This design comes from an exercise in tuning for small area, a short achievable clock period and few clock cycles on the open sky130 flow, not from production work. Only simulation tests tie the RTL to the original design; equivalence was not proved. Power is estimated from default activity; no workload was simulated.

Setup of juniper:
Design miniature_sc, start of the top module:
module miniature_sc (
    input  wire        clk,
    input  wire        rst,
    input  wire        host_we,
    input  wire [3:0]  host_addr,
    input  wire [15:0] host_wdata,
    output wire [15:0] host_rdata,
    output wire        ready,
    output wire        mem_en,
    output wire        mem_we,
    output wire [1:0]  mem_be,
    output wire [15:0] mem_addr,
    output wire [15:0] mem_wdata,
    input  wire [15:0] mem_rdata
);
    localparam [15:0] FB_W    = 16'hAD00;   
    localparam [15:0] BMP_W   = 16'hEE00;   
    localparam [7:0]  PAL_HI  = 8'hED;      
    localparam [6:0]  DESC_HI = 7'h7F;      
    localparam [7:0] OP_NOP = 8'h00, OP_CLEAR = 8'h01, OP_RD8 = 8'h02, OP_WR8 = 8'h03,
                     OP_RD16 = 8'h04, OP_WR16 = 8'h05, OP_ENCODE = 8'h10, OP_DECODE = 8'h11,
                     OP_SPR_SET = 8'h20, OP_SPR_GET = 8'h21, OP_SPR_SETROW = 8'h22,
                     OP_PAL_SET = 8'h28, OP_PAL_GET = 8'h29, OP_PSET = 8'h30,
                     OP_FILL = 8'h31, OP_RECT = 8'h32, OP_LINE = 8'h33, OP_FBGET = 8'h34,
                     OP_RASTER = 8'h40;
    localparam [4:0] S_IDLE = 5'd0,  S_EXEC = 5'd1,
                     S_RDW  = 5'd2,  S_RD2  = 5'd3,  S_WR2 = 5'd4, S_SPRW = 5'd5,
                     S_CLR  = 5'd6,  S_FILL = 5'd7,
                     S_RECT = 5'd8,  S_LNX = 5'd9,   S_LINE0 = 5'd22, S_LINE = 5'd10,
                     S_RF   = 5'd11, S_RFW  = 5'd12, S_RX = 5'd13, S_RY = 5'd14, S_RI = 5'd15,
                     S_RB   = 5'd16, S_RP1  = 5'd17, S_RP = 5'd18, S_RW = 5'd19,
                     S_SPRR = 5'd23, S_RDN = 5'd24, S_WRN = 5'd25;
    reg [4:0]  state;
    reg [4:0]  ns;              
    reg [25:0] sh;              
    reg [15:0] cmd;
    reg [15:0] arg0, arg1, arg2, arg3, arg4;
    reg [15:0] res0;
    reg [4:0]  res1, res2;      
    reg [1:0]  scode;           
    reg [15:0] q0, q1, q2, q3;
    reg [17:0] q4;
    reg [1:0]  qf;
    reg [6:0]  rn;              
    reg [6:0]  rn1;             
    reg [7:0]  tb;              
    wire [19:0] rn2;            
    reg [15:0] wa;              
    reg        ngrp;            
    reg        nend;            
  ...
For scale: roughly 270 flip-flops, ~92 I/O pins, about 0.025 mm² of cells after synthesis.
==> flow/config.mk <==
export PLATFORM = sky130hd
export DESIGN_NAME = miniature_sc
export DESIGN_NICKNAME = miniature_sc
export VERILOG_FILES = /design/flow/design.v
export SDC_FILE = /design/flow/constraint.sdc
export NUM_CORES = 4
export LEC_CHECK = 0
export CAP_MARGIN = 20
export CORE_MARGIN = 2
export CORE_UTILIZATION = 40
export PLACE_DENSITY = 0.4
export SETUP_SLACK_MARGIN = 4.6
export SLEW_MARGIN = 20
==> flow/constraint.sdc <==
create_clock -name core_clock -period 10.0 [get_ports {clk}]
set_input_delay 2.0000 -clock core_clock [delete_from_list [all_inputs] [get_ports {clk}]]
set_output_delay 2.0000 -clock core_clock [all_outputs]
set_load 0.01 [all_outputs]
run.sh (not shown) runs the stock make flow with config.mk's settings and CLKGATE_MAP_FILE= SYNTH_SCRIPT=/design/flow/synth_recipe.tcl, a recipe that flattens the netlist after the stock synthesis.
Testbench counts of juniper, summed over its fixed seeds: cycles 665,952.
#### Input delta (pepper over juniper)
Settings: a change of SETUP_SLACK_MARGIN from 4.6 to 4.5; a change of PLACE_DENSITY from 0.4 to 0.5.
Results
- On area used by sequential logic in the layout, juniper and pepper are basically level.
- Non-clock buffer count ended up 11 higher on pepper than on juniper.
- juniper consumes more power than pepper.
- Compared with juniper, pepper degrades wire length of the first global-routing pass.
- Final critical delay including setup and external delays: pepper > juniper
- Sequential-to-total area share from yosys stat came out exactly the same in juniper and pepper.
- Between pepper and juniper, the utilization of the core after routing figures differ only marginally.
- Weighted congestion reported at the end of routability-driven placement went up slightly going from juniper to pepper.


Starting RTL as in the previous note.
==> flow/config.mk <==
export PLATFORM = sky130hd
export DESIGN_NAME = miniature_sc
export DESIGN_NICKNAME = miniature_sc
export VERILOG_FILES = /design/flow/design.v
export SDC_FILE = /design/flow/constraint.sdc
export NUM_CORES = 4
export LEC_CHECK = 0
export CAP_MARGIN = 20
export CORE_MARGIN = 2
export CORE_UTILIZATION = 40
export PLACE_DENSITY = 0.4
export SETUP_SLACK_MARGIN = 4.5
export SLEW_MARGIN = 20
==> flow/constraint.sdc <==
create_clock -name core_clock -period 10.0 [get_ports {clk}]
set_input_delay 2.0000 -clock core_clock [delete_from_list [all_inputs] [get_ports {clk}]]
set_output_delay 2.0000 -clock core_clock [all_outputs]
set_load 0.01 [all_outputs]
The starting point went through all stages and came out clean.
Testbench counts at the start, summed over its fixed seeds: cycles 665,952.
Rerun with:
Settings changed: PLACE_DENSITY 0.4 to 0.3.
After rerunning: The new run completed without violations. Setup slack is unchanged. Non-clock buffer count does not change. Register-to-register slack stays flat. Fmax does not change. Routed wire length does not change.

[afterwards: timing with drivers on the ports]
The results above use ideal ports. As a check the final layouts listed here were re-extracted and re-timed, cells and wires unchanged.
Step 1 sets driving cells, clkbuf_16 on the clock port and buf_2 on the other inputs (assumed; they add their load-dependent delay and slew).
Step 2 times the ports against the registers' clock, not the clock port: input delays grow and output delays shrink by t, the midpoint of the rising clock arrivals with the driver on.
a / b / c = ideal ports / drivers / drivers and shift; a / b = the first two.
run	t (ns)	setup slack, ns	hold WS [ns]	worst setup path after step 2
juniper	0.645	4.572 / 4.525 / 4.544	0.456 / 0.456 / 0.456	input to output
pepper	0.643	4.481 / 4.452 / 4.444	0.462 / 0.462 / 0.462	input to register
the first run of note 2	0.645	4.492 / 4.457 / 4.457	0.454 / 0.454 / 0.454	input to output
the second run of note 2	0.645	4.492 / 4.457 / 4.457	0.454 / 0.454 / 0.454	input to output
After both steps every run listed still meets setup and hold. The setup slack of pepper, which loses most, moves by -0.029 ns with the drivers and by -0.037 ns with both steps.
